From an optimization exercise on the open Yosys and OpenROAD flow, aimed at small area; shortcuts taken in it are not production practice.
Function was checked by simulation only, so behaviour that the tests miss may differ from the original.
Power figures rest on the tool's default switching activity, not on a simulated workload.

File: flow/flow/run.sh
#!/bin/bash
# The standard layout (the standard.sh, unchanged synthesis), with two
# options passed to ORFS through its environment:
# - clock tree: clkbuf_16 sink clusters of at most 35 flip-flops within 55 um,
#   without the dummy loads CTS adds to balance the tree;
# - port buffers: sky130_fd_sc_hd__buf_1.
set -euo pipefail
export CTS_ARGS="-sink_clustering_enable -repair_clock_nets -sink_clustering_size 20 -sink_clustering_max_diameter 35 -buf_list sky130_fd_sc_hd__clkbuf_8 -dont_use_dummy_load"
export BUFFER_PORTS_ARGS="-buffer_cell sky130_fd_sc_hd__buf_1"
bash standard.sh > flow.log 2>&1
File: flow/standard.sh
#!/bin/bash
# synth_recipe.tcl (not shown) runs the flow's synth.tcl, then flattens the netlist and writes it again
# the make line also repeats each setting of config.mk as NAME=value (left out here)
make -C /OpenROAD-flow-scripts/flow DESIGN_CONFIG=/design/flow/config.mk WORK_HOME=/design/flow/orfs CLKGATE_MAP_FILE= SYNTH_SCRIPT=/design/flow/synth_recipe.tcl "${@:-finish}"
File: flow/config.mk
export PLATFORM = sky130hd
export DESIGN_NAME = bitbang_core
export DESIGN_NICKNAME = bitbang_core
export VERILOG_FILES = /design/flow/design.v
export SDC_FILE = /design/flow/constraint.sdc
export NUM_CORES = 8
export LEC_CHECK = 0
export CAP_MARGIN = 20
export CORE_MARGIN = 2
export CORE_UTILIZATION = 70
export PLACE_DENSITY = 0.8
export SLEW_MARGIN = 20
export SYNTH_HIERARCHICAL = 1
File: flow/constraint.sdc
create_clock -name core_clock -period 10.0 [get_ports {clk}]
set_input_delay 2.0000 -clock core_clock [delete_from_list [all_inputs] [get_ports {clk}]]
set_output_delay 2.0000 -clock core_clock [all_outputs]
set_load 0.01 [all_outputs]
File: flow/design.v
module bb_aoi222 (
    input  wire [2:0] a,
    input  wire [2:0] s,
    output wire       y
);
    assign y = ~((a[0] & s[0]) | (a[1] & s[1]) | (a[2] & s[2]));
endmodule
module bb_and2 (
    input  wire a,
    input  wire b,
    output wire y
);
    assign y = a & b;
endmodule
module bb_aoi22 (
    input  wire [1:0] a,
    input  wire [1:0] s,
    output wire       y
);
    assign y = ~((a[0] & s[0]) | (a[1] & s[1]));
endmodule
module bb_nand2 (
    input  wire a,
    input  wire b,
    output wire y
);
    assign y = ~(a & b);
endmodule
module bitbang_core (
    input  wire        clk,
    input  wire        rst,           
    input  wire [10:0] host_addr,     
    input  wire        host_we,
    input  wire [31:0] host_wdata,
    input  wire        host_re,
    output reg  [31:0] host_rdata,    
    output wire        busy,
    output wire        ev_valid,
    output wire [1:0]  ev_kind,       
    output wire [2:0]  ev_role,
    output wire        ev_level,
    output wire [31:0] ev_dur,
    input  wire        ev_ack,
    input  wire        ev_fault,
    input  wire [7:0]  ev_info,
    input  wire        ev_rlevel
);
    localparam [29:0] TICKS = 30'd1000000000;
    localparam [3:0] OP_XLATE = 4'h1, OP_SPI_INIT = 4'h2, OP_SPI_FREE = 4'h3,
                     OP_SPI_XFER = 4'h4, OP_I2C_INIT = 4'h5, OP_I2C_FREE = 4'h6,
                     OP_I2C_WRITE = 4'h7, OP_I2C_READ = 4'h8, OP_I2C_WRRD = 4'h9,
                     OP_SER_INIT = 4'hA, OP_SER_FREE = 4'hB, OP_SER_WRITE = 4'hC,
                     OP_SER_READ = 4'hD;
    localparam [2:0] R_SCK = 3'd0, R_MOSI = 3'd1, R_MISO = 3'd2, R_SCL = 3'd3,
                     R_SDA = 3'd4, R_TX = 3'd5, R_RX = 3'd6;
    localparam [1:0] K_WRITE = 2'd0, K_READ = 2'd1, K_DELAY = 2'd2;
    localparam [2:0] E_OK = 3'd0, E_PIN = 3'd1, E_NACK = 3'd2, E_PARITY = 3'd3,
                     E_FRAME = 3'd4, E_CONFIG = 3'd5, E_ILLEGAL = 3'd6;
    localparam [2:0] PH_START1 = 3'd0, PH_START2 = 3'd1, PH_ADDR1 = 3'd2,
                     PH_ADDR2 = 3'd3, PH_WDATA = 3'd4, PH_RDATA = 3'd5,
                     PH_STOP = 3'd6, PH_FSTOP = 3'd7;
    reg        st_busy, st_done;
    reg [2:0]  st_err;
    reg        spi_valid, i2c_valid, ser_valid;
    reg [11:0] pinerr;               
    reg        po_sck, po_mosi, po_scl, po_sda, po_tx;
    reg [31:0] xl_rate;
    reg [29:0] xl_delay;
    reg [2:0]  spi_cfg;              
    reg [31:0] spi_rate;
    reg [28:0] spi_delay;
    reg [31:0] i2c_rate;
    reg [28:0] i2c_delay;
    reg [5:0]  ser_cfg;              
    reg [31:0] ser_rate;
    reg [29:0] ser_tbit;
    reg [7:0]  ser_rxdata;
    reg        dvp;                  
    reg [3:0]  op;
    reg [6:0]  addr7;                
    reg [7:0]  cnta, cntb;           
    reg [7:0]  bidx;                 
    reg [7:0]  sh;                   
    reg [2:0]  s;                    
    reg [3:0]  k;                    
    reg [2:0]  ph;                   
    reg        pacc;                 
    reg        stop2n;               
    reg        epin;                 
    reg        mwr, mrd;             
    reg [29:0] rem;                  
    wire [29:0] q = {cnta, cntb, sh, addr7[6:1]};
    reg        dph;                  
    reg        dbl;                  
    assign busy = st_busy;
    wire        dv_full  = (op == OP_SER_INIT) | ((op == OP_XLATE) & addr7[0]);
    reg [28:0] ser_thalf;
    reg [29:0] dv_res;               
    function [29:0] inc30(input [29:0] x, input cin, input skip);
        integer i;
        reg c, g;
        begin
            g = cin;
            c = cin;
            for (i = 0; i < 30; i = i + 1) begin
                if (skip && i == 15) begin
                    g = g & (&x[14:0]);
                    c = g;
                end
                inc30[i] = x[i] ^ c;
                c = x[i] & c;
            end
        end
    endfunction
    always @(*) begin
        ser_thalf = inc30({1'b0, ser_tbit[29:1]}, ser_tbit[0], 1'b1);
        dv_res    = inc30({q[29] & dv_full, q[28:0]}, rem != 30'd0, 1'b0);
    end
    wire       spi_cpha  = spi_cfg[0];
    wire       spi_cpol  = spi_cfg[1];
    wire       spi_lsbf  = spi_cfg[2];
    wire [1:0] ser_dbits = ser_cfg[1:0];
    wire       ser_pen   = ser_cfg[2];
    wire       ser_podd  = ser_cfg[3];
    wire       ser_stop2 = ser_cfg[4];
    wire       ser_msbf  = ser_cfg[5];
    wire [3:0] ser_n     = 4'd5 + {2'b00, ser_dbits};
    wire       f_spi  = (op == OP_SPI_XFER);
    wire       f_i2c  = (op == OP_I2C_WRITE) | (op == OP_I2C_READ) | (op == OP_I2C_WRRD);
    wire       f_tx   = (op == OP_SER_WRITE);
    wire       f_rx   = (op == OP_SER_READ);
    wire       f_ser  = f_tx | f_rx;
    wire       f_init = ~f_spi & ~f_i2c & ~f_ser;    
    wire       c_start = (k == 4'd0);
    wire       c_data  = ~c_start & (k <= ser_n);
    wire       c_par   = ser_pen & (k == ser_n + 4'd1);
    wire       c_stop  = ~c_start & ~c_data & ~c_par;
    wire       c_last  = c_stop & (stop2n | ~ser_stop2);
    wire       lsbf    = f_spi ? spi_lsbf : (f_ser & ~ser_msbf);
    wire [2:0] topb    = f_ser ? {1'b1, ser_dbits} : 3'd7;
    wire       sh_out  = lsbf ? sh[0] : sh[topb];
    function [7:0] shifted(input [7:0] v, input din);
        integer j;
        begin
            if (!lsbf) shifted = {v[6:0], din};
            else begin
                for (j = 0; j < 8; j = j + 1)
                    shifted[j] = (j == topb) ? din : ((j == 7) ? 1'b0 : v[(j + 1) % 8]);
            end
        end
    endfunction
    reg        e_valid;
    reg [1:0]  e_kind;
    reg [2:0]  e_role;
    reg        e_level;
    reg        i2c_last_step;
    wire [1:0] i2c_proc = (ph[2:1] == 2'b00) ? 2'd0 :           
                          (ph[2:1] == 2'b11) ? 2'd3 :           
                          (((ph == PH_RDATA) ^ (k == 4'd8)) ? 2'd2 : 2'd1);   
    always @(*) begin
        e_valid = 1'b1;
        e_kind  = K_WRITE;
        e_role  = R_SCK;
        e_level = 1'b1;
        i2c_last_step = 1'b0;
        if (f_spi) begin
            case ({spi_cpha, s})
                4'b0_000: begin e_role = R_MOSI; e_level = sh_out; end
                4'b0_001: e_kind = K_DELAY;
                4'b0_010: begin e_role = R_SCK; e_level = ~spi_cpol; end
                4'b0_011: begin e_kind = K_READ; e_role = R_MISO; end
                4'b0_100: e_kind = K_DELAY;
                4'b0_101: begin e_role = R_SCK; e_level = spi_cpol; end
                4'b1_000: begin e_role = R_SCK; e_level = ~spi_cpol; end
                4'b1_001: begin e_role = R_MOSI; e_level = sh_out; end
                4'b1_010: e_kind = K_DELAY;
                4'b1_011: begin e_role = R_SCK; e_level = spi_cpol; end
                4'b1_100: begin e_kind = K_READ; e_role = R_MISO; end
                default:  e_kind = K_DELAY;
            endcase
        end else if (f_i2c) begin
            case (i2c_proc)
                2'd0: case (s)    
                    3'd0: e_role = R_SDA;
                    3'd1: e_kind = K_DELAY;
                    3'd2: e_role = R_SCL;
                    3'd3: begin e_kind = K_READ; e_role = R_SCL; end
                    3'd4: e_kind = K_DELAY;
                    3'd5: begin e_role = R_SDA; e_level = 1'b0; end
                    3'd6: e_kind = K_DELAY;
                    default: begin e_role = R_SCL; e_level = 1'b0; i2c_last_step = 1'b1; end
                endcase
                2'd1: case (s)    
                    3'd0: begin
                        e_role = R_SDA;
                        e_level = (ph == PH_RDATA) ? (cntb == 8'd1) : sh[7];
                    end
                    3'd1: e_kind = K_DELAY;
                    3'd2: e_role = R_SCL;
                    3'd3: begin e_kind = K_READ; e_role = R_SCL; end
                    3'd4: e_kind = K_DELAY;
                    default: begin e_role = R_SCL; e_level = 1'b0; i2c_last_step = 1'b1; end
                endcase
                2'd2: case (s)    
                    3'd0: e_role = R_SDA;
                    3'd1: e_kind = K_DELAY;
                    3'd2: e_role = R_SCL;
                    3'd3: begin e_kind = K_READ; e_role = R_SCL; end
                    3'd4: e_kind = K_DELAY;
                    3'd5: begin e_kind = K_READ; e_role = R_SDA; end
                    default: begin e_role = R_SCL; e_level = 1'b0; i2c_last_step = 1'b1; end
                endcase
                default: case (s)    
                    3'd0: begin e_role = R_SCL; e_level = 1'b0; end
                    3'd1: begin e_role = R_SDA; e_level = 1'b0; end
                    3'd2: e_kind = K_DELAY;
                    3'd3: e_role = R_SCL;
                    3'd4: begin e_kind = K_READ; e_role = R_SCL; end
                    3'd5: e_kind = K_DELAY;
                    3'd6: e_role = R_SDA;
                    default: begin e_kind = K_DELAY; i2c_last_step = 1'b1; end
                endcase
            endcase
        end else if (f_tx) begin
            if (s == 3'd0) begin
                e_role = R_TX;
                if (c_start)     e_level = 1'b0;
                else if (c_data) e_level = sh_out;
                else if (c_par)  e_level = pacc ^ ser_podd;
            end else
                e_kind = K_DELAY;
        end else if (f_rx) begin
            if (s == 3'd0 || s == 3'd3) begin
                e_kind = K_READ; e_role = R_RX;
            end else
                e_kind = K_DELAY;
        end else begin
            e_valid = (op != OP_XLATE);
            case (op)
                OP_SPI_INIT: e_level = spi_cpol;
                OP_I2C_INIT: e_role = (s == 3'd0) ? R_SCL : R_SDA;
                default:     e_role = R_TX;
            endcase
        end
        if (!st_busy || dvp || mwr || mrd)
            e_valid = 1'b0;
    end
    assign ev_valid = e_valid;
    assign ev_kind  = e_kind;
    assign ev_role  = e_role;
    assign ev_level = e_level;
    assign ev_dur   = {2'b00, f_spi ? {1'b0, spi_delay} :
                              f_i2c ? {1'b0, i2c_delay} :
                              (f_rx && s == 3'd1) ? {1'b0, ser_thalf} : ser_tbit};
    wire ev_done = e_valid & ev_ack;
    wire ev_bad  = ev_done & ev_fault & (e_kind != K_DELAY);
    wire ev_good = ev_done & ~ev_bad;
    wire ev_wr   = (e_kind == K_WRITE);
    wire        dv_dbit  = TICKS[5'd29 - bidx[4:0]];
    wire [29:0] dv_sh    = {rem[28:0], dv_dbit};
    reg  [30:0] dv_rate;
    always @(*) begin
        case (op)
            OP_SPI_INIT: dv_rate = spi_rate[30:0];
            OP_I2C_INIT: dv_rate = i2c_rate[30:0];
            OP_SER_INIT: dv_rate = ser_rate[30:0];
            default:     dv_rate = xl_rate[30:0];
        endcase
    end
    reg  [29:0] dv_diff;
    reg         dv_fits, dv_blo;
    always @(*) begin : dvsub
        integer i;
        reg b;
        b = 1'b0;
        for (i = 0; i < 30; i = i + 1) begin
            if (i == 15) begin
                dv_blo = b;
                b = dbl;
            end
            dv_diff[i] = dv_sh[i] ^ dv_rate[i] ^ b;
            b = (~dv_sh[i] & dv_rate[i]) | (~(dv_sh[i] ^ dv_rate[i]) & b);
        end
        dv_fits = ~(b | dv_rate[30]);
    end
    wire        dv_last  = (bidx[4:0] == {4'b1110, dv_full});
    wire        aligned  = (host_addr[1:0] == 2'b00);
    wire        hw       = host_we & aligned & ~st_busy;
    wire        hw_cmd   = hw & (host_addr == 11'h000);
    wire [3:0]  c_op     = host_wdata[3:0];
    wire [7:0]  c_lena   = host_wdata[23:16];
    wire [7:0]  c_lenb   = host_wdata[31:24];
    reg         c_illegal, c_rate_bad;
    wire        xl_bad   = xl_rate[31]  | (xl_rate  == 32'd0);
    wire        spi_bad  = spi_rate[31] | (spi_rate == 32'd0);
    wire        i2c_bad  = i2c_rate[31] | (i2c_rate == 32'd0);
    wire        ser_bad  = ser_rate[31] | (ser_rate == 32'd0);
    always @(*) begin
        case (c_op)
            OP_XLATE:     c_illegal = 1'b0;
            OP_SPI_INIT:  c_illegal = spi_valid;
            OP_SPI_FREE,
            OP_SPI_XFER:  c_illegal = ~spi_valid;
            OP_I2C_INIT:  c_illegal = i2c_valid;
            OP_I2C_FREE,
            OP_I2C_WRITE,
            OP_I2C_READ:  c_illegal = ~i2c_valid;
            OP_I2C_WRRD:  c_illegal = ~i2c_valid | (({1'b0, c_lena} + {1'b0, c_lenb}) > 9'd256);
            OP_SER_INIT:  c_illegal = ser_valid;
            OP_SER_FREE,
            OP_SER_WRITE,
            OP_SER_READ:  c_illegal = ~ser_valid;
            default:      c_illegal = 1'b1;
        endcase
        case (c_op)
            OP_SPI_INIT:  c_rate_bad = spi_bad;
            OP_I2C_INIT:  c_rate_bad = i2c_bad;
            OP_SER_INIT:  c_rate_bad = ser_bad;
            default:      c_rate_bad = xl_bad;
        endcase
    end
    wire        host_bufrd = host_re & host_addr[10];
    wire        port_seq   = st_busy & ~host_bufrd;
    wire [7:0]  b_idx      = port_seq ? bidx : host_addr[9:2];
    wire        b_we       = (hw & host_addr[10]) | (port_seq & mwr);
    reg  [7:0]  b_rd;
    wire [7:0]  b_wd       = rst ? 8'd0 : (~b_we ? b_rd : (st_busy ? sh : host_wdata[7:0]));
    reg  [15:0] b_pa, b_pb;
    always @(*) begin : pdec
        integer i;
        for (i = 0; i < 16; i = i + 1) begin
            b_pa[i] = rst | (b_idx[3:0] == i[3:0]);
            b_pb[i] = rst | (b_idx[7:4] == i[3:0]);
        end
    end
    wire [255:0] b_sel;
    wire [2047:0] b_flat;
    genvar gi, gb;
    generate
        for (gi = 0; gi < 256; gi = gi + 1) begin : g_buf
            reg [7:0] m;
            always @(posedge clk)
                if (b_sel[gi])
                    m <= b_wd;
            assign b_flat[gi*8 +: 8] = m;
        end
        for (gi = 0; gi < 256; gi = gi + 1) begin : g_dec
            bb_and2 u_d (.a(b_pa[gi % 16]), .b(b_pb[gi / 16]), .y(b_sel[gi]));
        end
        for (gb = 0; gb < 8; gb = gb + 1) begin : g_rd
            wire [85:0] y;
            for (gi = 0; gi < 85; gi = gi + 1) begin : g_t
                bb_aoi222 u_t (
                    .a({b_flat[(3*gi+2)*8+gb], b_flat[(3*gi+1)*8+gb], b_flat[(3*gi)*8+gb]}),
                    .s(b_sel[3*gi+2:3*gi]),
                    .y(y[gi]));
            end
            assign y[85] = ~(b_flat[255*8+gb] & b_sel[255]);
            always @(*) b_rd[gb] = ~&y;
        end
    endgenerate
    wire        rd_reg = aligned & ~rst & (host_addr[10:7] == 4'd0);
    wire        rs_st  = rd_reg & (host_addr[6:2] == 5'h01);
    wire        rs_pe  = rd_reg & (host_addr[6:2] == 5'h02);
    wire        rs_po  = rd_reg & (host_addr[6:2] == 5'h03);
    wire        rs_xr  = rd_reg & (host_addr[6:2] == 5'h04);
    wire        rs_xd  = rd_reg & (host_addr[6:2] == 5'h05);
    wire        rs_sc  = rd_reg & (host_addr[6:2] == 5'h08);
    wire        rs_sr  = rd_reg & (host_addr[6:2] == 5'h09);
    wire        rs_sd  = rd_reg & (host_addr[6:2] == 5'h0A);
    wire        rs_ir  = rd_reg & (host_addr[6:2] == 5'h0C);
    wire        rs_id  = rd_reg & (host_addr[6:2] == 5'h0D);
    wire        rs_ec  = rd_reg & (host_addr[6:2] == 5'h10);
    wire        rs_er  = rd_reg & (host_addr[6:2] == 5'h11);
    wire        rs_et  = rd_reg & (host_addr[6:2] == 5'h12);
    wire        rs_eh  = rd_reg & (host_addr[6:2] == 5'h13);
    wire        rs_rx  = rd_reg & (host_addr[6:2] == 5'h14);
    wire        rs_bf  = aligned & ~rst & host_addr[10];
    wire [31:0] rd_val;
    wire rdt0_0, rdt0_1, rdt0_2, rdt0_3, rdt0_4, rdt0_5;
    bb_aoi222 u_rdt0_0 (.a({po_sck, pinerr[0], st_busy}), .s({rs_po, rs_pe, rs_st}), .y(rdt0_0));
    bb_aoi222 u_rdt0_1 (.a({spi_cfg[0], xl_delay[0], xl_rate[0]}), .s({rs_sc, rs_xd, rs_xr}), .y(rdt0_1));
    bb_aoi222 u_rdt0_2 (.a({i2c_rate[0], spi_delay[0], spi_rate[0]}), .s({rs_ir, rs_sd, rs_sr}), .y(rdt0_2));
    bb_aoi222 u_rdt0_3 (.a({ser_rate[0], ser_cfg[0], i2c_delay[0]}), .s({rs_er, rs_ec, rs_id}), .y(rdt0_3));
    bb_aoi222 u_rdt0_4 (.a({ser_rxdata[0], ser_thalf[0], ser_tbit[0]}), .s({rs_rx, rs_eh, rs_et}), .y(rdt0_4));
    bb_nand2 u_rdt0_5 (.a(b_rd[0]), .b(rs_bf), .y(rdt0_5));
    assign rd_val[0] = ~&{rdt0_0, rdt0_1, rdt0_2, rdt0_3, rdt0_4, rdt0_5};
    wire rdt1_0, rdt1_1, rdt1_2, rdt1_3, rdt1_4, rdt1_5;
    bb_aoi222 u_rdt1_0 (.a({po_mosi, pinerr[1], st_done}), .s({rs_po, rs_pe, rs_st}), .y(rdt1_0));
    bb_aoi222 u_rdt1_1 (.a({spi_cfg[1], xl_delay[1], xl_rate[1]}), .s({rs_sc, rs_xd, rs_xr}), .y(rdt1_1));
    bb_aoi222 u_rdt1_2 (.a({i2c_rate[1], spi_delay[1], spi_rate[1]}), .s({rs_ir, rs_sd, rs_sr}), .y(rdt1_2));
    bb_aoi222 u_rdt1_3 (.a({ser_rate[1], ser_cfg[1], i2c_delay[1]}), .s({rs_er, rs_ec, rs_id}), .y(rdt1_3));
    bb_aoi222 u_rdt1_4 (.a({ser_rxdata[1], ser_thalf[1], ser_tbit[1]}), .s({rs_rx, rs_eh, rs_et}), .y(rdt1_4));
    bb_nand2 u_rdt1_5 (.a(b_rd[1]), .b(rs_bf), .y(rdt1_5));
    assign rd_val[1] = ~&{rdt1_0, rdt1_1, rdt1_2, rdt1_3, rdt1_4, rdt1_5};
    wire rdt2_0, rdt2_1, rdt2_2, rdt2_3, rdt2_4;
    bb_aoi222 u_rdt2_0 (.a({xl_delay[2], xl_rate[2], pinerr[2]}), .s({rs_xd, rs_xr, rs_pe}), .y(rdt2_0));
    bb_aoi222 u_rdt2_1 (.a({spi_delay[2], spi_rate[2], spi_cfg[2]}), .s({rs_sd, rs_sr, rs_sc}), .y(rdt2_1));
    bb_aoi222 u_rdt2_2 (.a({ser_cfg[2], i2c_delay[2], i2c_rate[2]}), .s({rs_ec, rs_id, rs_ir}), .y(rdt2_2));
    bb_aoi222 u_rdt2_3 (.a({ser_thalf[2], ser_tbit[2], ser_rate[2]}), .s({rs_eh, rs_et, rs_er}), .y(rdt2_3));
    bb_aoi22 u_rdt2_4 (.a({b_rd[2], ser_rxdata[2]}), .s({rs_bf, rs_rx}), .y(rdt2_4));
    assign rd_val[2] = ~&{rdt2_0, rdt2_1, rdt2_2, rdt2_3, rdt2_4};
    wire rdt3_0, rdt3_1, rdt3_2, rdt3_3, rdt3_4;
    bb_aoi222 u_rdt3_0 (.a({xl_rate[3], po_scl, pinerr[3]}), .s({rs_xr, rs_po, rs_pe}), .y(rdt3_0));
    bb_aoi222 u_rdt3_1 (.a({spi_delay[3], spi_rate[3], xl_delay[3]}), .s({rs_sd, rs_sr, rs_xd}), .y(rdt3_1));
    bb_aoi222 u_rdt3_2 (.a({ser_cfg[3], i2c_delay[3], i2c_rate[3]}), .s({rs_ec, rs_id, rs_ir}), .y(rdt3_2));
    bb_aoi222 u_rdt3_3 (.a({ser_thalf[3], ser_tbit[3], ser_rate[3]}), .s({rs_eh, rs_et, rs_er}), .y(rdt3_3));
    bb_aoi22 u_rdt3_4 (.a({b_rd[3], ser_rxdata[3]}), .s({rs_bf, rs_rx}), .y(rdt3_4));
    assign rd_val[3] = ~&{rdt3_0, rdt3_1, rdt3_2, rdt3_3, rdt3_4};
    wire rdt4_0, rdt4_1, rdt4_2, rdt4_3, rdt4_4;
    bb_aoi222 u_rdt4_0 (.a({xl_rate[4], po_sda, st_err[0]}), .s({rs_xr, rs_po, rs_st}), .y(rdt4_0));
    bb_aoi222 u_rdt4_1 (.a({spi_delay[4], spi_rate[4], xl_delay[4]}), .s({rs_sd, rs_sr, rs_xd}), .y(rdt4_1));
    bb_aoi222 u_rdt4_2 (.a({ser_cfg[4], i2c_delay[4], i2c_rate[4]}), .s({rs_ec, rs_id, rs_ir}), .y(rdt4_2));
    bb_aoi222 u_rdt4_3 (.a({ser_thalf[4], ser_tbit[4], ser_rate[4]}), .s({rs_eh, rs_et, rs_er}), .y(rdt4_3));
    bb_aoi22 u_rdt4_4 (.a({b_rd[4], ser_rxdata[4]}), .s({rs_bf, rs_rx}), .y(rdt4_4));
    assign rd_val[4] = ~&{rdt4_0, rdt4_1, rdt4_2, rdt4_3, rdt4_4};
    wire rdt5_0, rdt5_1, rdt5_2, rdt5_3, rdt5_4;
    bb_aoi222 u_rdt5_0 (.a({xl_rate[5], po_tx, st_err[1]}), .s({rs_xr, rs_po, rs_st}), .y(rdt5_0));
    bb_aoi222 u_rdt5_1 (.a({spi_delay[5], spi_rate[5], xl_delay[5]}), .s({rs_sd, rs_sr, rs_xd}), .y(rdt5_1));
    bb_aoi222 u_rdt5_2 (.a({ser_cfg[5], i2c_delay[5], i2c_rate[5]}), .s({rs_ec, rs_id, rs_ir}), .y(rdt5_2));
    bb_aoi222 u_rdt5_3 (.a({ser_thalf[5], ser_tbit[5], ser_rate[5]}), .s({rs_eh, rs_et, rs_er}), .y(rdt5_3));
    bb_aoi22 u_rdt5_4 (.a({b_rd[5], ser_rxdata[5]}), .s({rs_bf, rs_rx}), .y(rdt5_4));
    assign rd_val[5] = ~&{rdt5_0, rdt5_1, rdt5_2, rdt5_3, rdt5_4};
    wire rdt6_0, rdt6_1, rdt6_2, rdt6_3;
    bb_aoi222 u_rdt6_0 (.a({xl_delay[6], xl_rate[6], st_err[2]}), .s({rs_xd, rs_xr, rs_st}), .y(rdt6_0));
    bb_aoi222 u_rdt6_1 (.a({i2c_rate[6], spi_delay[6], spi_rate[6]}), .s({rs_ir, rs_sd, rs_sr}), .y(rdt6_1));
    bb_aoi222 u_rdt6_2 (.a({ser_tbit[6], ser_rate[6], i2c_delay[6]}), .s({rs_et, rs_er, rs_id}), .y(rdt6_2));
    bb_aoi222 u_rdt6_3 (.a({b_rd[6], ser_rxdata[6], ser_thalf[6]}), .s({rs_bf, rs_rx, rs_eh}), .y(rdt6_3));
    assign rd_val[6] = ~&{rdt6_0, rdt6_1, rdt6_2, rdt6_3};
    wire rdt7_0, rdt7_1, rdt7_2, rdt7_3;
    bb_aoi222 u_rdt7_0 (.a({spi_rate[7], xl_delay[7], xl_rate[7]}), .s({rs_sr, rs_xd, rs_xr}), .y(rdt7_0));
    bb_aoi222 u_rdt7_1 (.a({i2c_delay[7], i2c_rate[7], spi_delay[7]}), .s({rs_id, rs_ir, rs_sd}), .y(rdt7_1));
    bb_aoi222 u_rdt7_2 (.a({ser_thalf[7], ser_tbit[7], ser_rate[7]}), .s({rs_eh, rs_et, rs_er}), .y(rdt7_2));
    bb_aoi22 u_rdt7_3 (.a({b_rd[7], ser_rxdata[7]}), .s({rs_bf, rs_rx}), .y(rdt7_3));
    assign rd_val[7] = ~&{rdt7_0, rdt7_1, rdt7_2, rdt7_3};
    wire rdt8_0, rdt8_1, rdt8_2, rdt8_3;
    bb_aoi222 u_rdt8_0 (.a({xl_rate[8], pinerr[4], spi_valid}), .s({rs_xr, rs_pe, rs_st}), .y(rdt8_0));
    bb_aoi222 u_rdt8_1 (.a({spi_delay[8], spi_rate[8], xl_delay[8]}), .s({rs_sd, rs_sr, rs_xd}), .y(rdt8_1));
    bb_aoi222 u_rdt8_2 (.a({ser_rate[8], i2c_delay[8], i2c_rate[8]}), .s({rs_er, rs_id, rs_ir}), .y(rdt8_2));
    bb_aoi22 u_rdt8_3 (.a({ser_thalf[8], ser_tbit[8]}), .s({rs_eh, rs_et}), .y(rdt8_3));
    assign rd_val[8] = ~&{rdt8_0, rdt8_1, rdt8_2, rdt8_3};
    wire rdt9_0, rdt9_1, rdt9_2, rdt9_3;
    bb_aoi222 u_rdt9_0 (.a({xl_rate[9], pinerr[5], i2c_valid}), .s({rs_xr, rs_pe, rs_st}), .y(rdt9_0));
    bb_aoi222 u_rdt9_1 (.a({spi_delay[9], spi_rate[9], xl_delay[9]}), .s({rs_sd, rs_sr, rs_xd}), .y(rdt9_1));
    bb_aoi222 u_rdt9_2 (.a({ser_rate[9], i2c_delay[9], i2c_rate[9]}), .s({rs_er, rs_id, rs_ir}), .y(rdt9_2));
    bb_aoi22 u_rdt9_3 (.a({ser_thalf[9], ser_tbit[9]}), .s({rs_eh, rs_et}), .y(rdt9_3));
    assign rd_val[9] = ~&{rdt9_0, rdt9_1, rdt9_2, rdt9_3};
    wire rdt10_0, rdt10_1, rdt10_2, rdt10_3;
    bb_aoi222 u_rdt10_0 (.a({xl_rate[10], pinerr[6], ser_valid}), .s({rs_xr, rs_pe, rs_st}), .y(rdt10_0));
    bb_aoi222 u_rdt10_1 (.a({spi_delay[10], spi_rate[10], xl_delay[10]}), .s({rs_sd, rs_sr, rs_xd}), .y(rdt10_1));
    bb_aoi222 u_rdt10_2 (.a({ser_rate[10], i2c_delay[10], i2c_rate[10]}), .s({rs_er, rs_id, rs_ir}), .y(rdt10_2));
    bb_aoi22 u_rdt10_3 (.a({ser_thalf[10], ser_tbit[10]}), .s({rs_eh, rs_et}), .y(rdt10_3));
    assign rd_val[10] = ~&{rdt10_0, rdt10_1, rdt10_2, rdt10_3};
    wire rdt11_0, rdt11_1, rdt11_2, rdt11_3;
    bb_aoi222 u_rdt11_0 (.a({xl_delay[11], xl_rate[11], pinerr[7]}), .s({rs_xd, rs_xr, rs_pe}), .y(rdt11_0));
    bb_aoi222 u_rdt11_1 (.a({i2c_rate[11], spi_delay[11], spi_rate[11]}), .s({rs_ir, rs_sd, rs_sr}), .y(rdt11_1));
    bb_aoi222 u_rdt11_2 (.a({ser_tbit[11], ser_rate[11], i2c_delay[11]}), .s({rs_et, rs_er, rs_id}), .y(rdt11_2));
    bb_nand2 u_rdt11_3 (.a(ser_thalf[11]), .b(rs_eh), .y(rdt11_3));
    assign rd_val[11] = ~&{rdt11_0, rdt11_1, rdt11_2, rdt11_3};
    wire rdt12_0, rdt12_1, rdt12_2, rdt12_3;
    bb_aoi222 u_rdt12_0 (.a({xl_delay[12], xl_rate[12], pinerr[8]}), .s({rs_xd, rs_xr, rs_pe}), .y(rdt12_0));
    bb_aoi222 u_rdt12_1 (.a({i2c_rate[12], spi_delay[12], spi_rate[12]}), .s({rs_ir, rs_sd, rs_sr}), .y(rdt12_1));
    bb_aoi222 u_rdt12_2 (.a({ser_tbit[12], ser_rate[12], i2c_delay[12]}), .s({rs_et, rs_er, rs_id}), .y(rdt12_2));
    bb_nand2 u_rdt12_3 (.a(ser_thalf[12]), .b(rs_eh), .y(rdt12_3));
    assign rd_val[12] = ~&{rdt12_0, rdt12_1, rdt12_2, rdt12_3};
    wire rdt13_0, rdt13_1, rdt13_2, rdt13_3;
    bb_aoi222 u_rdt13_0 (.a({xl_delay[13], xl_rate[13], pinerr[9]}), .s({rs_xd, rs_xr, rs_pe}), .y(rdt13_0));
    bb_aoi222 u_rdt13_1 (.a({i2c_rate[13], spi_delay[13], spi_rate[13]}), .s({rs_ir, rs_sd, rs_sr}), .y(rdt13_1));
    bb_aoi222 u_rdt13_2 (.a({ser_tbit[13], ser_rate[13], i2c_delay[13]}), .s({rs_et, rs_er, rs_id}), .y(rdt13_2));
    bb_nand2 u_rdt13_3 (.a(ser_thalf[13]), .b(rs_eh), .y(rdt13_3));
    assign rd_val[13] = ~&{rdt13_0, rdt13_1, rdt13_2, rdt13_3};
    wire rdt14_0, rdt14_1, rdt14_2, rdt14_3;
    bb_aoi222 u_rdt14_0 (.a({xl_delay[14], xl_rate[14], pinerr[10]}), .s({rs_xd, rs_xr, rs_pe}), .y(rdt14_0));
    bb_aoi222 u_rdt14_1 (.a({i2c_rate[14], spi_delay[14], spi_rate[14]}), .s({rs_ir, rs_sd, rs_sr}), .y(rdt14_1));
    bb_aoi222 u_rdt14_2 (.a({ser_tbit[14], ser_rate[14], i2c_delay[14]}), .s({rs_et, rs_er, rs_id}), .y(rdt14_2));
    bb_nand2 u_rdt14_3 (.a(ser_thalf[14]), .b(rs_eh), .y(rdt14_3));
    assign rd_val[14] = ~&{rdt14_0, rdt14_1, rdt14_2, rdt14_3};
    wire rdt15_0, rdt15_1, rdt15_2, rdt15_3;
    bb_aoi222 u_rdt15_0 (.a({xl_delay[15], xl_rate[15], pinerr[11]}), .s({rs_xd, rs_xr, rs_pe}), .y(rdt15_0));
    bb_aoi222 u_rdt15_1 (.a({i2c_rate[15], spi_delay[15], spi_rate[15]}), .s({rs_ir, rs_sd, rs_sr}), .y(rdt15_1));
    bb_aoi222 u_rdt15_2 (.a({ser_tbit[15], ser_rate[15], i2c_delay[15]}), .s({rs_et, rs_er, rs_id}), .y(rdt15_2));
    bb_nand2 u_rdt15_3 (.a(ser_thalf[15]), .b(rs_eh), .y(rdt15_3));
    assign rd_val[15] = ~&{rdt15_0, rdt15_1, rdt15_2, rdt15_3};
    wire rdt16_0, rdt16_1, rdt16_2;
    bb_aoi222 u_rdt16_0 (.a({spi_rate[16], xl_delay[16], xl_rate[16]}), .s({rs_sr, rs_xd, rs_xr}), .y(rdt16_0));
    bb_aoi222 u_rdt16_1 (.a({i2c_delay[16], i2c_rate[16], spi_delay[16]}), .s({rs_id, rs_ir, rs_sd}), .y(rdt16_1));
    bb_aoi222 u_rdt16_2 (.a({ser_thalf[16], ser_tbit[16], ser_rate[16]}), .s({rs_eh, rs_et, rs_er}), .y(rdt16_2));
    assign rd_val[16] = ~&{rdt16_0, rdt16_1, rdt16_2};
    wire rdt17_0, rdt17_1, rdt17_2;
    bb_aoi222 u_rdt17_0 (.a({spi_rate[17], xl_delay[17], xl_rate[17]}), .s({rs_sr, rs_xd, rs_xr}), .y(rdt17_0));
    bb_aoi222 u_rdt17_1 (.a({i2c_delay[17], i2c_rate[17], spi_delay[17]}), .s({rs_id, rs_ir, rs_sd}), .y(rdt17_1));
    bb_aoi222 u_rdt17_2 (.a({ser_thalf[17], ser_tbit[17], ser_rate[17]}), .s({rs_eh, rs_et, rs_er}), .y(rdt17_2));
    assign rd_val[17] = ~&{rdt17_0, rdt17_1, rdt17_2};
    wire rdt18_0, rdt18_1, rdt18_2;
    bb_aoi222 u_rdt18_0 (.a({spi_rate[18], xl_delay[18], xl_rate[18]}), .s({rs_sr, rs_xd, rs_xr}), .y(rdt18_0));
    bb_aoi222 u_rdt18_1 (.a({i2c_delay[18], i2c_rate[18], spi_delay[18]}), .s({rs_id, rs_ir, rs_sd}), .y(rdt18_1));
    bb_aoi222 u_rdt18_2 (.a({ser_thalf[18], ser_tbit[18], ser_rate[18]}), .s({rs_eh, rs_et, rs_er}), .y(rdt18_2));
    assign rd_val[18] = ~&{rdt18_0, rdt18_1, rdt18_2};
    wire rdt19_0, rdt19_1, rdt19_2;
    bb_aoi222 u_rdt19_0 (.a({spi_rate[19], xl_delay[19], xl_rate[19]}), .s({rs_sr, rs_xd, rs_xr}), .y(rdt19_0));
    bb_aoi222 u_rdt19_1 (.a({i2c_delay[19], i2c_rate[19], spi_delay[19]}), .s({rs_id, rs_ir, rs_sd}), .y(rdt19_1));
    bb_aoi222 u_rdt19_2 (.a({ser_thalf[19], ser_tbit[19], ser_rate[19]}), .s({rs_eh, rs_et, rs_er}), .y(rdt19_2));
    assign rd_val[19] = ~&{rdt19_0, rdt19_1, rdt19_2};
    wire rdt20_0, rdt20_1, rdt20_2;
    bb_aoi222 u_rdt20_0 (.a({spi_rate[20], xl_delay[20], xl_rate[20]}), .s({rs_sr, rs_xd, rs_xr}), .y(rdt20_0));
    bb_aoi222 u_rdt20_1 (.a({i2c_delay[20], i2c_rate[20], spi_delay[20]}), .s({rs_id, rs_ir, rs_sd}), .y(rdt20_1));
    bb_aoi222 u_rdt20_2 (.a({ser_thalf[20], ser_tbit[20], ser_rate[20]}), .s({rs_eh, rs_et, rs_er}), .y(rdt20_2));
    assign rd_val[20] = ~&{rdt20_0, rdt20_1, rdt20_2};
    wire rdt21_0, rdt21_1, rdt21_2;
    bb_aoi222 u_rdt21_0 (.a({spi_rate[21], xl_delay[21], xl_rate[21]}), .s({rs_sr, rs_xd, rs_xr}), .y(rdt21_0));
    bb_aoi222 u_rdt21_1 (.a({i2c_delay[21], i2c_rate[21], spi_delay[21]}), .s({rs_id, rs_ir, rs_sd}), .y(rdt21_1));
    bb_aoi222 u_rdt21_2 (.a({ser_thalf[21], ser_tbit[21], ser_rate[21]}), .s({rs_eh, rs_et, rs_er}), .y(rdt21_2));
    assign rd_val[21] = ~&{rdt21_0, rdt21_1, rdt21_2};
    wire rdt22_0, rdt22_1, rdt22_2;
    bb_aoi222 u_rdt22_0 (.a({spi_rate[22], xl_delay[22], xl_rate[22]}), .s({rs_sr, rs_xd, rs_xr}), .y(rdt22_0));
    bb_aoi222 u_rdt22_1 (.a({i2c_delay[22], i2c_rate[22], spi_delay[22]}), .s({rs_id, rs_ir, rs_sd}), .y(rdt22_1));
    bb_aoi222 u_rdt22_2 (.a({ser_thalf[22], ser_tbit[22], ser_rate[22]}), .s({rs_eh, rs_et, rs_er}), .y(rdt22_2));
    assign rd_val[22] = ~&{rdt22_0, rdt22_1, rdt22_2};
    wire rdt23_0, rdt23_1, rdt23_2;
    bb_aoi222 u_rdt23_0 (.a({spi_rate[23], xl_delay[23], xl_rate[23]}), .s({rs_sr, rs_xd, rs_xr}), .y(rdt23_0));
    bb_aoi222 u_rdt23_1 (.a({i2c_delay[23], i2c_rate[23], spi_delay[23]}), .s({rs_id, rs_ir, rs_sd}), .y(rdt23_1));
    bb_aoi222 u_rdt23_2 (.a({ser_thalf[23], ser_tbit[23], ser_rate[23]}), .s({rs_eh, rs_et, rs_er}), .y(rdt23_2));
    assign rd_val[23] = ~&{rdt23_0, rdt23_1, rdt23_2};
    wire rdt24_0, rdt24_1, rdt24_2;
    bb_aoi222 u_rdt24_0 (.a({spi_rate[24], xl_delay[24], xl_rate[24]}), .s({rs_sr, rs_xd, rs_xr}), .y(rdt24_0));
    bb_aoi222 u_rdt24_1 (.a({i2c_delay[24], i2c_rate[24], spi_delay[24]}), .s({rs_id, rs_ir, rs_sd}), .y(rdt24_1));
    bb_aoi222 u_rdt24_2 (.a({ser_thalf[24], ser_tbit[24], ser_rate[24]}), .s({rs_eh, rs_et, rs_er}), .y(rdt24_2));
    assign rd_val[24] = ~&{rdt24_0, rdt24_1, rdt24_2};
    wire rdt25_0, rdt25_1, rdt25_2;
    bb_aoi222 u_rdt25_0 (.a({spi_rate[25], xl_delay[25], xl_rate[25]}), .s({rs_sr, rs_xd, rs_xr}), .y(rdt25_0));
    bb_aoi222 u_rdt25_1 (.a({i2c_delay[25], i2c_rate[25], spi_delay[25]}), .s({rs_id, rs_ir, rs_sd}), .y(rdt25_1));
    bb_aoi222 u_rdt25_2 (.a({ser_thalf[25], ser_tbit[25], ser_rate[25]}), .s({rs_eh, rs_et, rs_er}), .y(rdt25_2));
    assign rd_val[25] = ~&{rdt25_0, rdt25_1, rdt25_2};
    wire rdt26_0, rdt26_1, rdt26_2;
    bb_aoi222 u_rdt26_0 (.a({spi_rate[26], xl_delay[26], xl_rate[26]}), .s({rs_sr, rs_xd, rs_xr}), .y(rdt26_0));
    bb_aoi222 u_rdt26_1 (.a({i2c_delay[26], i2c_rate[26], spi_delay[26]}), .s({rs_id, rs_ir, rs_sd}), .y(rdt26_1));
    bb_aoi222 u_rdt26_2 (.a({ser_thalf[26], ser_tbit[26], ser_rate[26]}), .s({rs_eh, rs_et, rs_er}), .y(rdt26_2));
    assign rd_val[26] = ~&{rdt26_0, rdt26_1, rdt26_2};
    wire rdt27_0, rdt27_1, rdt27_2;
    bb_aoi222 u_rdt27_0 (.a({spi_rate[27], xl_delay[27], xl_rate[27]}), .s({rs_sr, rs_xd, rs_xr}), .y(rdt27_0));
    bb_aoi222 u_rdt27_1 (.a({i2c_delay[27], i2c_rate[27], spi_delay[27]}), .s({rs_id, rs_ir, rs_sd}), .y(rdt27_1));
    bb_aoi222 u_rdt27_2 (.a({ser_thalf[27], ser_tbit[27], ser_rate[27]}), .s({rs_eh, rs_et, rs_er}), .y(rdt27_2));
    assign rd_val[27] = ~&{rdt27_0, rdt27_1, rdt27_2};
    wire rdt28_0, rdt28_1, rdt28_2;
    bb_aoi222 u_rdt28_0 (.a({spi_rate[28], xl_delay[28], xl_rate[28]}), .s({rs_sr, rs_xd, rs_xr}), .y(rdt28_0));
    bb_aoi222 u_rdt28_1 (.a({i2c_delay[28], i2c_rate[28], spi_delay[28]}), .s({rs_id, rs_ir, rs_sd}), .y(rdt28_1));
    bb_aoi222 u_rdt28_2 (.a({ser_thalf[28], ser_tbit[28], ser_rate[28]}), .s({rs_eh, rs_et, rs_er}), .y(rdt28_2));
    assign rd_val[28] = ~&{rdt28_0, rdt28_1, rdt28_2};
    wire rdt29_0, rdt29_1;
    bb_aoi222 u_rdt29_0 (.a({spi_rate[29], xl_delay[29], xl_rate[29]}), .s({rs_sr, rs_xd, rs_xr}), .y(rdt29_0));
    bb_aoi222 u_rdt29_1 (.a({ser_tbit[29], ser_rate[29], i2c_rate[29]}), .s({rs_et, rs_er, rs_ir}), .y(rdt29_1));
    assign rd_val[29] = ~&{rdt29_0, rdt29_1};
    wire rdt30_0, rdt30_1;
    bb_aoi222 u_rdt30_0 (.a({i2c_rate[30], spi_rate[30], xl_rate[30]}), .s({rs_ir, rs_sr, rs_xr}), .y(rdt30_0));
    bb_nand2 u_rdt30_1 (.a(ser_rate[30]), .b(rs_er), .y(rdt30_1));
    assign rd_val[30] = ~&{rdt30_0, rdt30_1};
    wire rdt31_0, rdt31_1;
    bb_aoi222 u_rdt31_0 (.a({i2c_rate[31], spi_rate[31], xl_rate[31]}), .s({rs_ir, rs_sr, rs_xr}), .y(rdt31_0));
    bb_nand2 u_rdt31_1 (.a(ser_rate[31]), .b(rs_er), .y(rdt31_1));
    assign rd_val[31] = ~&{rdt31_0, rdt31_1};
    always @(posedge clk)
        if (rst | host_re)
            host_rdata <= rd_val;
    wire [31:0] hwd     = host_wdata & {32{~rst}};
    wire [29:0] dres    = dv_res & {30{~rst}};
    wire        w_xlr   = hw & (host_addr == 11'h010);
    wire        w_spic  = hw & (host_addr == 11'h020) & ~spi_valid;
    wire        w_spir  = hw & (host_addr == 11'h024) & ~spi_valid;
    wire        w_i2cr  = hw & (host_addr == 11'h030) & ~i2c_valid;
    wire        w_serc  = hw & (host_addr == 11'h040) & ~ser_valid;
    wire        w_serr  = hw & (host_addr == 11'h044) & ~ser_valid;
    wire        init_ok = st_busy & f_init & ~dvp &
                          ((op == OP_XLATE) | (ev_good & ~((op == OP_I2C_INIT) & (s == 3'd0))));
    always @(posedge clk) begin
        if (rst | w_xlr)  xl_rate  <= hwd;
        if (rst | w_spic) spi_cfg  <= hwd[2:0];
        if (rst | w_spir) spi_rate <= hwd;
        if (rst | w_i2cr) i2c_rate <= hwd;
        if (rst | w_serc) ser_cfg  <= {hwd[5:2], host_wdata[1:0] | {2{rst}}};
        if (rst | w_serr) ser_rate <= hwd;
        if (rst | (init_ok & (op == OP_XLATE)))    xl_delay  <= dres;
        if (rst | (init_ok & (op == OP_SPI_INIT))) spi_delay <= dres[28:0];
        if (rst | (init_ok & (op == OP_I2C_INIT))) i2c_delay <= dres[28:0];
        if (rst | (init_ok & (op == OP_SER_INIT))) ser_tbit  <= dres;
    end
    task finish(input [2:0] code);
        begin
            st_err  <= code;
            st_done <= 1'b1;
            st_busy <= 1'b0;
        end
    endtask
    task finish_pin(input [11:0] pin);
        begin
            finish(E_PIN);
            pinerr <= pin;
        end
    endtask
    wire [11:0] ev_pin = {ev_info, ev_wr, e_role};
    always @(posedge clk) begin
        if (rst) begin
            st_busy    <= 1'b0;
            st_done    <= 1'b0;
            st_err     <= 3'd0;
            spi_valid  <= 1'b0;
            i2c_valid  <= 1'b0;
            ser_valid  <= 1'b0;
            pinerr     <= 12'd0;
            po_sck     <= 1'b0;
            po_mosi    <= 1'b0;
            po_scl     <= 1'b1;
            po_sda     <= 1'b1;
            po_tx      <= 1'b1;
            ser_rxdata <= 8'd0;
        end else begin
            if (ev_good && ev_wr) begin
                case (e_role)
                    R_SCK:  po_sck  <= e_level;
                    R_MOSI: po_mosi <= e_level;
                    R_SCL:  po_scl  <= e_level;
                    R_SDA:  po_sda  <= e_level;
                    R_TX:   po_tx   <= e_level;
                    default: ;
                endcase
            end
            if (!st_busy) begin
                if (hw_cmd) begin
                    op      <= c_op;
                    addr7   <= host_wdata[10:4];
                    cnta    <= c_lena;
                    cntb    <= c_lenb;
                    st_done <= 1'b0;
                    st_err  <= 3'd0;
                    bidx    <= 8'd0;
                    s       <= 3'd0;
                    k       <= 4'd0;
                    ph      <= PH_START1;
                    sh      <= (c_op == OP_SER_READ) ? 8'd0 : c_lena;
                    pacc    <= 1'b0;
                    stop2n  <= 1'b0;
                    rem     <= 30'd0;
                    mwr     <= 1'b0;
                    mrd     <= (c_op == OP_SPI_XFER);
                    dph     <= 1'b0;
                    dvp     <= (c_op == OP_XLATE) | (c_op == OP_SPI_INIT) |
                               (c_op == OP_I2C_INIT) | (c_op == OP_SER_INIT);
                    if (c_illegal) begin
                        finish(E_ILLEGAL);
                    end else begin
                        case (c_op)
                            OP_XLATE, OP_SPI_INIT, OP_I2C_INIT, OP_SER_INIT: begin
                                if (c_rate_bad) finish(E_CONFIG);
                                else st_busy <= 1'b1;
                            end
                            OP_SPI_FREE: begin spi_valid <= 1'b0; finish(E_OK); end
                            OP_I2C_FREE: begin i2c_valid <= 1'b0; finish(E_OK); end
                            OP_SER_FREE: begin ser_valid <= 1'b0; finish(E_OK); end
                            OP_SPI_XFER: begin
                                if (c_lena == 8'd0) finish(E_OK);
                                else st_busy <= 1'b1;
                            end
                            default: st_busy <= 1'b1;    
                        endcase
                    end
                end
            end else if (mwr) begin
                if (port_seq) begin
                    mwr  <= 1'b0;
                    bidx <= bidx + 8'd1;
                    if (f_spi) begin
                        cnta <= cnta - 8'd1;
                        if (cnta == 8'd1) finish(E_OK);
                        else mrd <= 1'b1;
                    end else begin
                        cntb <= cntb - 8'd1;
                        if (cntb == 8'd1) ph <= PH_STOP;
                    end
                end
            end else if (mrd) begin
                if (port_seq) begin
                    mrd <= 1'b0;
                    sh  <= b_rd;
                end
            end else if (f_init) begin
                if (dvp) begin
                    dph <= ~dph;
                    dbl <= dv_blo;
                    if (dph) begin
                        bidx <= bidx + 8'd1;
                        rem  <= dv_fits ? dv_diff : dv_sh;
                        {cnta, cntb, sh, addr7[6:1]} <= {q[28:0], dv_fits};
                        if (dv_last) dvp <= 1'b0;
                    end
                end else if (op == OP_XLATE) begin
                    finish(E_OK);
                end else if (ev_done) begin
                    if (ev_bad) finish_pin(ev_pin);
                    else if (op == OP_I2C_INIT && s == 3'd0) s <= 3'd1;
                    else begin
                        finish(E_OK);
                        case (op)
                            OP_SPI_INIT: spi_valid <= 1'b1;
                            OP_I2C_INIT: i2c_valid <= 1'b1;
                            default:     ser_valid <= 1'b1;
                        endcase
                    end
                end
            end else if (f_spi) begin
                if (ev_done) begin
                    if (ev_bad) finish_pin(ev_pin);
                    else begin
                        if (s == (spi_cpha ? 3'd4 : 3'd3))
                            sh <= shifted(sh, ev_rlevel);
                        if (s != 3'd5) s <= s + 3'd1;
                        else begin
                            s <= 3'd0;
                            k <= {1'b0, k[2:0] + 3'd1};
                            if (k[2:0] == 3'd7) mwr <= 1'b1;
                        end
                    end
                end
            end else if (f_i2c) begin
                if (ev_done) begin
                    if (ev_bad) begin
                        if (ph == PH_FSTOP) begin
                            if (epin) finish_pin({sh, k});
                            else finish(E_NACK);
                        end else if (ph == PH_STOP)
                            finish_pin(ev_pin);
                        else begin
                            epin <= 1'b1;
                            sh   <= ev_info;
                            k    <= {ev_wr, e_role};
                            ph   <= PH_FSTOP;
                            s    <= 3'd0;
                        end
                    end else if (e_kind == K_READ && e_role == R_SCL && !ev_rlevel) begin
                    end else if (!i2c_last_step) begin
                        s <= s + 3'd1;
                        if ((i2c_proc == 2'd1 && s == 3'd0 && ph != PH_RDATA) ||
                            (i2c_proc == 2'd2 && s == 3'd5))
                            sh <= {sh[6:0], ev_rlevel};
                    end else begin
                        s <= 3'd0;
                        case (ph)
                            PH_START1, PH_START2: begin
                                ph <= (ph == PH_START1) ? PH_ADDR1 : PH_ADDR2;
                                sh <= {addr7, (ph == PH_START2) || (op == OP_I2C_READ)};
                                k  <= 4'd0;
                            end
                            PH_STOP: finish(E_OK);
                            PH_FSTOP: begin
                                if (epin) finish_pin({sh, k});
                                else finish(E_NACK);
                            end
                            PH_RDATA: begin
                                if (k != 4'd8) k <= k + 4'd1;
                                else begin
                                    k   <= 4'd0;
                                    mwr <= 1'b1;
                                end
                            end
                            default: begin   
                                if (k != 4'd8) k <= k + 4'd1;
                                else begin
                                    k <= 4'd0;
                                    if (sh[0]) begin
                                        epin <= 1'b0;
                                        ph   <= PH_FSTOP;
                                    end else if (ph == PH_ADDR2 || op == OP_I2C_READ) begin
                                        ph <= (cntb != 8'd0) ? PH_RDATA : PH_STOP;
                                    end else begin
                                        if (ph == PH_WDATA) begin
                                            bidx <= bidx + 8'd1;
                                            cnta <= cnta - 8'd1;
                                        end
                                        if ((ph == PH_WDATA) ? (cnta != 8'd1) : (cnta != 8'd0)) begin
                                            ph  <= PH_WDATA;
                                            mrd <= 1'b1;
                                        end else
                                            ph <= (op == OP_I2C_WRRD) ? PH_START2 : PH_STOP;
                                    end
                                end
                            end
                        endcase
                    end
                end
            end else if (f_tx) begin
                if (ev_done) begin
                    if (ev_bad) finish_pin(ev_pin);
                    else if (s == 3'd0) begin
                        s <= 3'd1;
                        if (c_data) begin
                            pacc <= pacc ^ sh_out;
                            sh   <= shifted(sh, 1'b0);
                        end
                    end else begin
                        s <= 3'd0;
                        if (c_last) finish(E_OK);
                        else if (c_stop) stop2n <= 1'b1;
                        else k <= k + 4'd1;
                    end
                end
            end else begin
                if (ev_done) begin
                    if (ev_bad) finish_pin(ev_pin);
                    else case (s)
                        3'd0: if (!ev_rlevel) s <= 3'd1;
                        3'd1: begin s <= 3'd2; k <= 4'd1; end
                        3'd2: s <= 3'd3;
                        default: begin
                            s <= 3'd2;
                            if (c_data) begin
                                sh   <= shifted(sh, ev_rlevel);
                                pacc <= pacc ^ ev_rlevel;
                                k    <= k + 4'd1;
                            end else if (c_par) begin
                                if (ev_rlevel != (pacc ^ ser_podd)) finish(E_PARITY);
                                else k <= k + 4'd1;
                            end else begin
                                if (!ev_rlevel) finish(E_FRAME);
                                else if (c_last) begin
                                    ser_rxdata <= sh;
                                    finish(E_OK);
                                end else stop2n <= 1'b1;
                            end
                        end
                    endcase
                end
            end
        end
    end
endmodule
==> impl_metrics.yaml, run 1 <==
power_and_ir_drop:
  p_comb_share_pct: 6.6
  cell_internal_pwr_uw: 15000
  ir_drop_v: 0.000180
  netSwitchingFraction_pct: 22.6
  clockPowerShare_pct: 31.2
  power.leakage_uw: 0.0330
  p_per_area_nw_per_um2: 187
  totalPowerFinal_uw: 19300
  p_switching_uw: 4370
  power_frac_seq_pct: 62.1
route:
  drt_wl_total_um: 248000
  drc: 0
  final_antenna_net_count: 0
  vias: 59210
  wl_per_cell_um: 32.3
  dr.pass1.iters: 15
  detail_route.vias_per_cell: 7.71
  drt_iter0_markers: 12597
logic_synthesis:
  synth_top_cell_area_share_pct: 76.3
  syn_inst: 5463
  synth_area_leaders: "edfxtp_1 (76%), a222oi_1 (8.5%), and2_1 (1.7%)"
  synth_area_sq_um: 95500
  yosys.cell_count.top_type: "edfxtp_1"
  yosysWarnings: 7
  ys_ff_latch: 2459
  avgSynthCellArea_sq_um: 17.5
  synth_ff_type: "edfxtp_1"
  synth-seq-area-share_pct: 77.0
  synth_cell_type_count: 93
  synth_edf_count: 2426
  synth_common_cells: "edfxtp_1 (2426), a222oi_1 (810), nand2_1 (288)"
  yosys.area.top_type: "edfxtp_1"
  async_flop_share_pct: 0
floorplan:
  top_level_ports: 130
  start_util_pct: 70.5
  core.rowCount: 135
  core_sq_um: 135000
  die_h_um: 373
  dieArea_sq_um: 139000
  die_w_um: 373
final_layout:
  nNetsFinal: 6062
  drive_gt1_share_pct: 8.64
  syn_to_final_growth_pct: 8.17
  post-route-util_pct: 76.2
worst_setup_path:
  crit_top_cell: "fa_1"
  reg2reg_from: "op[2]"
  cp.arrival_ns: 9.91
  crit_path_top_delay_cell: "edfxtp_1"
  r2r_cells: 25
  worst-path-buf-inv: 4
  required_ns: 10.84
  critPathCaptureType: "register"
  critPathKind: "register to register"
  startpoint_type: "register"
  path_delay_family: "adder cells"
  max_stage_delay_ns: 0.72
  cp_max_fo: 29
  startpoint: "op[2]"
  cp_num_cells: 25
sta:
  finalSetupViolCount: 0
  max_freq_mhz: 110
  skew_ns: 0.110
  finalHoldViolCount: 0
  fin_ws_ns: 0.929
  rsz0062_at_grt: "no"
  tightest_slew_ns: 1.19
  fin_crit_sh_pct: 90.7
  setup_tns_ns: 0
  drv_slew: 0
  slew_headroom_pct: 19.9
  period_minus_slack_ns: 9.07
cts:
  cts.clk_slew.worst_paths_ns: 0.05
  cts_made_buffers: 318
  ctsResizeCount: 0
  cts.sinks: 2459
  clk_latency_ns: 1.07
  post-cts-setup-buffers: 0
  root_buffer: "clkbuf_8"
  cts_tree: "built"
  cts_hold_buf: 0
  htree_levels: 5
  clock_path_buffers: 4
global_route:
  antenna_found_initial: 26
  grt_usage_pct: 35.3
  grt_max_degree: 257
  grt_overflow: 0
  grt_pass1_wl_um: 365000
  grt_pass1_vias: 56454
place:
  gp_congestion: 1.01
  numPortBuffers: 127
  hpwl_um: 153000
  pre_cts_ws_ns: 1.00
min_path:
  holdCritStartpoint: "pinerr[1]"
  hold_path_depth: 1
  hp-class: "register to register"
flow_run:
  drv_cap: 0
run_status:
  outcome: "timing/DRC/antenna clean"
==> per-layer routing <==
layer  global-route usage [%]  wire (um)
met5                        0         13
met4                     16.6      12600
met3                     8.63      33400
met2                     52.7     113000
met1                     49.9      89000
==> cell families after synthesis <==
family | synth area share [%]
AO/OA/AOI/OAI | 11.9
other | 0.00393
multiplexers | 0.869
buffers and inverters | 0.780
adder cells (fa/ha/maj) | 1.87
XOR/XNOR | 0.174
flip-flops | 77.0
AND/OR/NAND/NOR | 7.40
==> power groups by stage <==
stage	sequential (uW)	clock (uW)	combinational (uW)
finish	12000	6040	1290
global route	12000	6430	1360
CTS	12000	6060	1260
detailed placement	12200	0	1260
global placement	12200	0	1210
floorplan	12200	0	736
==> worst reg2reg max path, stage by stage, from the launching register on <==
cell and delay (ns):
edfxtp_1 0.72, nor3b_2 0.30, buf_4 0.21, or3_1 0.42
buf_4 0.25, a21oi_1 0.18, fa_1 0.19, inv_1 0.05
fa_1 0.37, fa_1 0.39, fa_1 0.39, fa_1 0.39
fa_1 0.38, fa_1 0.39, fa_1 0.39, fa_1 0.39
fa_1 0.39, fa_1 0.39, fa_1 0.43, fa_1 0.42
fa_1 0.40, fa_1 0.39, nand4_1 0.50, buf_4 0.33
nand2_1 0.08, a21oi_1 0.17
==> cell type report <==
cell class | instances | area (sq um)
fill | 7554 | 32200
tap | 1781 | 2230
inverter | 57 | 214
multi-input combinational | 2816 | 21500
timing repair buffer | 227 | 1400
clock buffer | 318 | 4380
sequential | 2459 | 73500
antenna | 20 | 50.0
==> Yosys stat by module (local to each module, per instance) <==
| module | flip-flops and latches | cells inside | copies in the design |
|---|---|---|---|
| bitbang_core | 2459 | 4410 | 1 |
| bb_aoi22 | 0 | 1 | 8 |
| bb_aoi222 | 0 | 1 | 780 |
| bb_and2 | 0 | 1 | 256 |
| bb_nand2 | 0 | 1 | 9 |
==> state kept, by name, summed over array words and instances, names as in the netlist, 12 cells and up <==
signal	flops
spi_delay	29
spi_rate	32
g_buf.m	2048
xl_delay	30
i2c_rate	32
ser_rate	32
xl_rate	32
rem	30
host_rdata	32
pinerr	12
i2c_delay	29
ser_tbit	30
==> cell usage in the layout (no fill, tap or decap), types with 67 or more instances in the layout <==
cell type / synthesis / final
and2_1: 264 / 264
buf_4: 4 / 88
nor2b_1: 74 / 74
nand3_1: 67 / 67
nor2_1: 138 / 128
a222oi_1: 810 / 810
nand2_1: 288 / 286
o21ai_0: 113 / 112
ha_1: 95 / 95
buf_1: 10 / 126
edfxtp_1: 2426 / 2426
clkbuf_8: 0 / 318
nand4_1: 207 / 207
a21oi_1: 107 / 107
nor4_1: 83 / 82
==> per-stage QoR <==
stage	hold slack (ns)	area (sq um)	std cells
2_1_floorplan	0.443	95600	5464
3_3_place_gp	0.492	98700	7334
3_5_place_dp	0.498	98700	7335
4_1_cts	0.519	103000	7653
5_1_grt	0.551	103000	7669
6_report	0.520	103000	7678
==> final timing paths <==
check | endpoint | slack (ns)
worst max-delay path | rem[9] | 0.93
worst min-delay path | pinerr[1] | 0.52
worst max register to register | rem[9] | 0.93
worst min register to register | pinerr[1] | 0.52
==> run 2, diff against run 1 <==
==> flow/flow/run.sh (replaced) <==
#!/bin/bash
# The standard layout (the standard.sh, unchanged synthesis), with two
# options passed to ORFS through its environment:
# - clock tree: clkbuf_16 sink clusters of at most 35 flip-flops within 55 um,
#   without the dummy loads CTS adds to balance the tree;
# - port buffers: sky130_fd_sc_hd__buf_1.
set -euo pipefail
export CTS_ARGS="-sink_clustering_enable -repair_clock_nets -sink_clustering_size 35 -sink_clustering_max_diameter 55 -buf_list sky130_fd_sc_hd__clkbuf_16 -dont_use_dummy_load"
export BUFFER_PORTS_ARGS="-buffer_cell sky130_fd_sc_hd__buf_1"
bash standard.sh > flow.log 2>&1
--- a/flow/config.mk
+++ b/flow/config.mk
@@ -7,7 +7,7 @@
 export LEC_CHECK = 0
 export CAP_MARGIN = 20
 export CORE_MARGIN = 2
-export CORE_UTILIZATION = 70
-export PLACE_DENSITY = 0.8
+export CORE_UTILIZATION = 75
+export PLACE_DENSITY = 0.85
 export SLEW_MARGIN = 20
 export SYNTH_HIERARCHICAL = 1
==> run 2 against run 1 <==
Against the previous run: largest power group unchanged; sequential power barely moved; setup slack got worse by 0.13 ns; synthesized area did not move; highest routed layer unchanged.
==> impl_metrics.yaml, run 2 <==
run_status:
  outcome: "timing/DRC/antenna clean"
floorplan:
  dieArea_sq_um: 130000
  die_w_um: 361
  start_util_pct: 75.7
  core_sq_um: 126000
  die_h_um: 361
  top_level_ports: 130
  core.rowCount: 130
global_route:
  grt_pass1_vias: 55367
  grt_overflow: 0
  grt_max_degree: 257
  grt_usage_pct: 38.5
  antenna_found_initial: 23
  grt_pass1_wl_um: 368000
logic_synthesis:
  synth_edf_count: 2426
  synth_top_cell_area_share_pct: 76.3
  synth_ff_type: "edfxtp_1"
  synth_common_cells: "edfxtp_1 (2426), a222oi_1 (810), nand2_1 (288)"
  avgSynthCellArea_sq_um: 17.5
  syn_inst: 5463
  yosys.cell_count.top_type: "edfxtp_1"
  synth-seq-area-share_pct: 77.0
  async_flop_share_pct: 0
  synth_area_leaders: "edfxtp_1 (76%), a222oi_1 (8.5%), and2_1 (1.7%)"
  synth_cell_type_count: 93
  ys_ff_latch: 2459
  yosys.area.top_type: "edfxtp_1"
  synth_area_sq_um: 95500
  yosysWarnings: 7
sta:
  tightest_slew_ns: 1.32
  fin_crit_sh_pct: 92.0
  slew_headroom_pct: 11.2
  drv_slew: 0
  rsz0062_at_grt: "no"
  finalSetupViolCount: 0
  max_freq_mhz: 109
  skew_ns: 0.0774
  period_minus_slack_ns: 9.20
  finalHoldViolCount: 0
place:
  placed_cells: 7202
  gp_congestion: 1.04
  numPortBuffers: 127
  hpwl_um: 154000
worst_setup_path:
  crit_top_cell: "fa_1"
  path_delay_family: "adder cells"
  startpoint_type: "register"
  cp.arrival_ns: 9.82
  required_ns: 10.62
  max_stage_delay_ns: 0.57
  cp_max_fo: 36
  critPathCaptureType: "register"
  worst-path-buf-inv: 3
  crit_path_top_delay_cell: "edfxtp_1"
  critPathKind: "register to register"
route:
  final_antenna_net_count: 0
  drt_iter0_markers: 13836
  detail_route.vias_per_cell: 8.09
  wl_per_cell_um: 34.3
  drc: 0
  vias: 59671
  drt_wl_total_um: 253000
  dr.pass1.iters: 17
cts:
  cts_hold_buf: 0
  cts.clk_slew.worst_paths_ns: 0.08
  ctsResizeCount: 0
  clock_path_buffers: 3
  clk_latency_ns: 0.83
  cts.sinks: 2459
  post-cts-setup-buffers: 0
  root_buffer: "clkbuf_16"
  htree_levels: 4
  cts_tree: "built"
  cts_made_buffers: 141
final_layout:
  syn_to_final_growth_pct: 7.22
  top_register: "g_buf.m"
  drive_gt1_share_pct: 5.86
  final_cells: 7376
  multi_input_area_sq_um: 21500
  final_common_cell: "edfxtp_1"
  final.fill_count: 6197
  layout_common_cells: "edfxtp_1 (2426), a222oi_1 (810), nand2_1 (286), and2_1 (264), nand4_1 (207)"
  post-route-util_pct: 81.2
  seq_area_sq_um: 73500
  largest_reg_flops: 2048
  nNetsFinal: 5886
power_and_ir_drop:
  power.leakage_uw: 0.0325
  ir_drop_v: 0.000221
  p_per_area_nw_per_um2: 184
min_path:
  hp-class: "register to register"
flow_run:
  drv_cap: 0
[run 2: worst paths after layout]
check	endpoint	cells past startpoint	startpoint	slack (ns)
setup / recovery	rem[17]	25	op[0]	0.80
hold / removal	po_scl	2	po_scl	0.50
setup reg to reg	rem[17]	25	op[0]	0.80
hold reg to reg	po_scl	2	po_scl	0.50
[run 2: area by class of cell]
class                           count  area share (%)
Inverter                           57           0.209
Timing Repair Buffer              228            1.44
Tap cell                         1650            2.02
Multi-Input combinational cell   2816            21.0
Sequential cell                  2459            71.8
Antenna cell                       25          0.0611
Clock buffer                      141            3.45
[run 2: worst min-delay path, cell delays in order (launching register included)]
cell	delay, ns
dfxtp_1	0.34
mux2i_1	0.08
nand2_1	0.06
[run 2: cells by family (layout without fill, tap and decap cells)]
| kind of cell | after synthesis | in the layout | synth area share, % |
|---|---|---|---|
| xor+xnor | 19 | 19 | 0.174 |
| fa+ha+maj | 125 | 125 | 1.87 |
| flops | 2459 | 2459 | 77.0 |
| buf+inv | 189 | 426 | 0.780 |
| other cells | 1 | 27 | 0.00393 |
| compound gates | 1296 | 1296 | 11.9 |
| mux | 81 | 81 | 0.869 |
| simple gates | 1293 | 1293 | 7.40 |
[run 2: metrics by stage]
stage	setup WS (ns)	cell area (sq um)	power [uW]	hold slack [ns]	setup TNS, ns
after CTS	0.964	102000	18800	0.497	0
final	0.800	102000	18800	0.502	0
after global routing	0.417	102000	19200	0.526	0
after global placement	1.14	98600	13400	0.480	0
after detailed placement	1.01	98600	13500	0.484	0
after floorplan	-0.957	95600	12900	0.443	-244.95
[run 2: power by group]
group / total [uW] / switching, uW / leakage, uW / internal, uW
Sequential: 12000 / 173 / 0.0234 / 11800
Clock: 5510 / 3010 / 0.00174 / 2510
Combinational: 1310 / 1000 / 0.00733 / 308
Total: 18800 / 4180 / 0.0325 / 14700
[run 2: modules after synthesis (local to each module, per instance)]
module | cells | copies in the design
bb_aoi222 | 1 | 780
bb_and2 | 1 | 256
bitbang_core | 4410 | 1
bb_aoi22 | 1 | 8
bb_nand2 | 1 | 9
[run 2: per-layer routing]
metal | track usage (%) | vias to the layer above | share of wire (%)
met5 | 0 | - | 0.032
met4 | 19.1 | 12 | 5.7
met3 | 9.45 | 808 | 15
met2 | 57.4 | 5448 | 46
met1 | 54.3 | 29125 | 34
li1 | - | 24278 | -

what the ideal ports hide:
In the flow no input, the clock included, has a driving cell. The finished layouts below were timed again as built, in two steps. Step 1, drivers: a clkbuf_16 drives clk and a buf_2 each remaining input, both assumed. Step 2 times the ports against the registers' clock, not the clock port: input delays grow and output delays shrink by t, the midpoint of the rising clock arrivals with the driver on. Slacks: ideal / step 1 / step 2; pairs: ideal / step 1.
run | shift t [ns] | setup WS [ns] | latest minus earliest clock arrival (ns) | slew at the worst register clock pin (ns) | worst data-port slew with drivers (ns)
run 1 | 1.091 | 0.929 / 0.929 / 0.929 | 0.110 / 0.111 | 0.10 / 0.10 | 0.16
run 2 | 0.867 | 0.800 / 0.800 / 0.800 | 0.077 / 0.078 | 0.12 / 0.12 | 0.15
After both steps every run listed still meets setup and hold.
